What follows belongs to an exercise in optimizing a design on an open flow for small area; a production flow would make more cautious choices.
Function was checked by simulation only, so behaviour that the tests miss may differ from the original.
Power and IR drop assume default switching activity.

==> module twpc_slave, before the edit <==
module twpc_slave (
    input  wire        clk,
    input  wire        rst,           
    input  wire        line_in,       
    input  wire [7:0]  my_type,       
    input  wire [23:0] my_ident,      
    output wire        drv,           
    output reg         light,
    output reg  [1:0]  motor_dir,     
    output reg  [7:0]  motor_speed,
    output reg  [1:0]  state,         
    output reg  [7:0]  own_id
);
    localparam [1:0] S_UNASSIGNED = 2'd0, S_RESPOND = 2'd1, S_SERVING = 2'd2, S_STANDBY = 2'd3;
    reg        tx;           
    reg [6:0]  c;            
    reg [23:0] r;            
    reg        vf;           
    reg [2:0]  sel;          
    wire s = line_in;
    wire [7:0] cmd = r[7:0];
    wire [7:0] arg = r[15:8];
    wire [7:0] uid = r[23:16];
    wire       data   = c[6];
    wire [1:0] seg    = c[5:4];           
    wire [2:0] j      = c[3:1];           
    wire       x      = ~(r[0] ^ r[8] ^ r[16]);
    wire [31:0] straps = {my_type, my_ident};
    wire       dbit = sel[2] ? (sel[1] ? (j[2:1] == 2'b00) : (j == 3'd2))
                             : straps[{sel[1:0], j}];
    wire       g = (seg == 2'd0) ? r[16] :
                   (seg == 2'd1) ? dbit  :
                                   (j == 3'd0);
    assign drv = tx ? (c[0] & (~c[6] | r[23])) : (~c[6] & ~c[1] & c[0]);
    wire done      = tx ? (~c[6] & ~c[5]) : (&c);
    wire rx_done   = ~tx & done;
    wire valid     = vf;
    wire addressed = (uid == own_id);
    wire bcast     = (uid == 8'hFF);
    wire st_u      = (state == S_UNASSIGNED);
    wire st_r      = (state == S_RESPOND);
    wire st_s      = (state == S_SERVING);
    wire st_b      = (state == S_STANDBY);
    wire is_newdev = (cmd == 8'h05);
    wire marker    = valid & bcast & is_newdev;
    wire arm_tx = rx_done & valid &
                  (st_u ? (cmd == 8'h0F && !addressed && !bcast) : (~st_b & addressed));
    wire [2:0] sel_new = (cmd[7:2] == 6'b000011) ? {1'b0, cmd[1:0]} :
                         is_newdev                ? 3'b100 :
                         (cmd <= 8'h11)           ? 3'b101 : 3'b110;
    wire execute = rx_done & valid & st_s & (addressed | bcast);
    wire hi0     = (cmd[7:4] == 4'h0);
    wire c_light = hi0 & ((cmd[3:0] == 4'h7) | (cmd[3:0] == 4'h8));
    wire c_motor = hi0 & (cmd[3:2] == 2'b10) & (cmd[1:0] != 2'b00);
    wire inc = tx | data | (c[0] ? (~c[1] | ~s) : s);
    always @(posedge clk) begin
        if (rst) begin
            tx  <= 1'b0;
            c   <= 7'd60;
        end else if (done) begin
            tx  <= arm_tx;
            c   <= (~tx & st_u & ~arm_tx) ? 7'd60 : 7'd62;
        end else if (inc) begin
            c   <= c + 7'd1;
        end
    end
    always @(posedge clk) begin
        if (data & ~c[0]) begin
            if (seg == 2'd3)
                r <= {tx ? x : r[0], r[23:1]};
            else
                r <= {tx ? g : s, r[23:1]};
            vf <= (seg != 2'd3) | (vf & (s == x));      
        end
    end
    always @(posedge clk) begin
        if (arm_tx)
            sel <= sel_new;
        else if (rx_done & marker)
            sel[1:0] <= st_b ? sel[1:0] + 2'd1 : 2'd0;
    end
    always @(posedge clk) begin
        if (rst) begin
            light       <= 1'b0;
            motor_dir   <= 2'd0;
            motor_speed <= 8'd0;
            state       <= S_UNASSIGNED;
            own_id      <= 8'd0;
        end else begin
            if (tx & done) begin
                if (st_r && sel == 3'b010) state <= S_SERVING;
                if (st_s && sel == 3'b100) state <= S_STANDBY;
            end
            if (rx_done) begin
                if (st_u & arm_tx) begin
                    own_id <= uid;
                    state  <= S_RESPOND;
                end
                if (st_s & marker)
                    state <= S_STANDBY;
                if (st_b & marker & (sel[1:0] == 2'd2))
                    state <= S_SERVING;
            end
            if (execute & c_light)
                light <= ~cmd[3];
            if (execute & c_motor) begin
                motor_dir   <= {cmd[1] & cmd[0], cmd[1] & ~cmd[0]};
                motor_speed <= cmd[1] ? arg : 8'd0;
            end
        end
    end
endmodule
==> flow/config.mk <==
export PLATFORM = sky130hd
export DESIGN_NAME = twpc_slave
export DESIGN_NICKNAME = twpc_slave
export VERILOG_FILES = /design/flow/design.v
export SDC_FILE = /design/flow/constraint.sdc
export NUM_CORES = 4
export LEC_CHECK = 0
export ABC_AREA = 1
export CAP_MARGIN = 20
export CORE_MARGIN = 2
export CORE_UTILIZATION = 40
export SLEW_MARGIN = 20
==> flow/constraint.sdc <==
create_clock -name core_clock -period 5.0 [get_ports {clk}]
set_input_delay 1.0000 -clock core_clock [delete_from_list [all_inputs] [get_ports {clk}]]
set_output_delay 1.0000 -clock core_clock [all_outputs]
set_load 0.01 [all_outputs]
standard.sh (not shown) runs the stock make flow with config.mk's settings and CLKGATE_MAP_FILE= SYNTH_SCRIPT=/design/flow/synth_recipe.tcl, a recipe that flattens the netlist after the stock synthesis.
==> flow/flow/run.sh <==
#!/bin/bash
set -euo pipefail
export BUFFER_PORTS_ARGS="-buffer_cell sky130_fd_sc_hd__buf_1"
export CTS_ARGS="-sink_clustering_enable -repair_clock_nets -dont_use_dummy_load -buf_list sky130_fd_sc_hd__clkbuf_4"
export RECOVER_POWER=${RECOVER_POWER:-0}
bash standard.sh synth > synth.log 2>&1
R=orfs/results/$FLOW_PLATFORM/twpc_slave/base
cp $R/1_2_yosys.v std_1_2_yosys.v
bash flow/reopt.sh $PWD/std_1_2_yosys.v $PWD/reopt.v $PWD/reopt > reopt.log 2>&1
cp reopt.v $R/1_2_yosys.v
rm -f $R/1_synth.odb $R/1_synth.sdc
bash standard.sh > finish.log 2>&1
Other scripts of this flow, unchanged in this note and not shown: flow/flow/abc_amap3.script, flow/flow/abc_c2mfsamap.script, flow/flow/abc_deep1.script, flow/flow/abc_deep2.script, flow/flow/abc_deep3.script, flow/flow/abc_deep4.script, flow/flow/abc_map1.script, flow/flow/reopt.sh
Rerun with:
--- a/flow/design.v
+++ b/flow/design.v
@@ -4,7 +4,7 @@
     input  wire        line_in,       
     input  wire [7:0]  my_type,       
     input  wire [23:0] my_ident,      
-    output wire        drv,           
+    output reg         drv,           
     output reg         light,
     output reg  [1:0]  motor_dir,     
     output reg  [7:0]  motor_speed,
@@ -31,8 +31,9 @@
     wire       g = (seg == 2'd0) ? r[16] :
                    (seg == 2'd1) ? dbit  :
                                    (j == 3'd0);
-    assign drv = tx ? (c[0] & (~c[6] | r[23])) : (~c[6] & ~c[1] & c[0]);
-    wire done      = tx ? (~c[6] & ~c[5]) : (&c);
+    wire drv_next = tx ? (~c[0] & (data ? (seg == 2'd3 ? x : g) : c[5]))
+                       : (c == 7'd60) & s;
+    wire done      = (c == {7{~tx}});
     wire rx_done   = ~tx & done;
     wire valid     = vf;
     wire addressed = (uid == own_id);
@@ -44,33 +45,35 @@
     wire is_newdev = (cmd == 8'h05);
     wire marker    = valid & bcast & is_newdev;
     wire arm_tx = rx_done & valid &
-                  (st_u ? (cmd == 8'h0F && !addressed && !bcast) : (~st_b & addressed));
+                  (st_u ? (cmd == 8'h0F && !addressed && !bcast) : ((st_r | st_s) & addressed));
     wire [2:0] sel_new = (cmd[7:2] == 6'b000011) ? {1'b0, cmd[1:0]} :
                          is_newdev                ? 3'b100 :
                          (cmd <= 8'h11)           ? 3'b101 : 3'b110;
     wire execute = rx_done & valid & st_s & (addressed | bcast);
-    wire hi0     = (cmd[7:4] == 4'h0);
-    wire c_light = hi0 & ((cmd[3:0] == 4'h7) | (cmd[3:0] == 4'h8));
-    wire c_motor = hi0 & (cmd[3:2] == 2'b10) & (cmd[1:0] != 2'b00);
     wire inc = tx | data | (c[0] ? (~c[1] | ~s) : s);
     always @(posedge clk) begin
         if (rst) begin
             tx  <= 1'b0;
             c   <= 7'd60;
+            drv <= 1'b0;
         end else if (done) begin
             tx  <= arm_tx;
             c   <= (~tx & st_u & ~arm_tx) ? 7'd60 : 7'd62;
-        end else if (inc) begin
-            c   <= c + 7'd1;
+            drv <= 1'b0;
+        end else begin
+            drv <= drv_next;
+            if (inc)
+                c <= c + 7'd1;
         end
     end
     always @(posedge clk) begin
         if (data & ~c[0]) begin
             if (seg == 2'd3)
-                r <= {tx ? x : r[0], r[23:1]};
+                r <= {r[0], r[23:1]};
             else
                 r <= {tx ? g : s, r[23:1]};
-            vf <= (seg != 2'd3) | (vf & (s == x));      
+            if (~tx)
+                vf <= (seg != 2'd3) | (vf & (s == x));
         end
     end
     always @(posedge clk) begin
@@ -96,16 +99,20 @@
                     own_id <= uid;
                     state  <= S_RESPOND;
                 end
-                if (st_s & marker)
+                if (st_s & marker & ~addressed)
                     state <= S_STANDBY;
                 if (st_b & marker & (sel[1:0] == 2'd2))
                     state <= S_SERVING;
             end
-            if (execute & c_light)
-                light <= ~cmd[3];
-            if (execute & c_motor) begin
-                motor_dir   <= {cmd[1] & cmd[0], cmd[1] & ~cmd[0]};
-                motor_speed <= cmd[1] ? arg : 8'd0;
+            if (execute & ~is_newdev) begin
+                case (cmd)
+                    8'h07: light <= 1'b1;
+                    8'h08: light <= 1'b0;
+                    8'h09: begin motor_dir <= 2'd0; motor_speed <= 8'd0; end
+                    8'h0A: begin motor_dir <= 2'd1; motor_speed <= arg;  end
+                    8'h0B: begin motor_dir <= 2'd2; motor_speed <= arg;  end
+                    default: ;
+                endcase
             end
         end
     end
After rerunning:
- worst setup slack improves by 380 ps
- synthesized cell count rises by roughly a tenth
- fmax is higher by roughly a tenth
- flip-flop and latch count climbs by 1
- design area rises by a few percent
- sequential power came out higher slightly
- via count climbs by a few percent
- final cell count goes up by a few percent
- die area came out higher by a few percent
- count of clock-buffer cells in the layout does not change

## separate check: timing with driven ports
The results above use ideal ports. As a check the final layouts listed here were re-extracted and re-timed, cells and wires unchanged.
Step 1 (the two cells are an assumption about what drives the block):
set clk [get_ports {clk}]
set_driving_cell -lib_cell sky130_fd_sc_hd__clkbuf_16 $clk
set_driving_cell -lib_cell sky130_fd_sc_hd__buf_2 [delete_from_list [all_inputs] $clk]
Step 2 adds t to the input delays and takes it off the output delays; t is the mean of the earliest and latest rising clock arrival at the registers after step 1. Input paths then give back, and output paths get back, about the clock's delay inside the block.
Slacks: ideal / step 1 / step 2; pairs: ideal / step 1.
| run | t, ns | slack for setup (ns) | worst slew at a driven data input, ns | cell pins on the clock port's net |
|---|---|---|---|---|
| the first run | 0.418 | 1.372 / 1.379 / 0.961 | 0.03 | 1 |
| the second run | 0.408 | 1.749 / 1.749 / 1.749 | 0.04 | 1 |
After both steps every run listed still meets setup and hold. For the first run, which loses most, drivers alone change the setup slack by +0.007 ns; drivers and shift together by -0.411 ns.
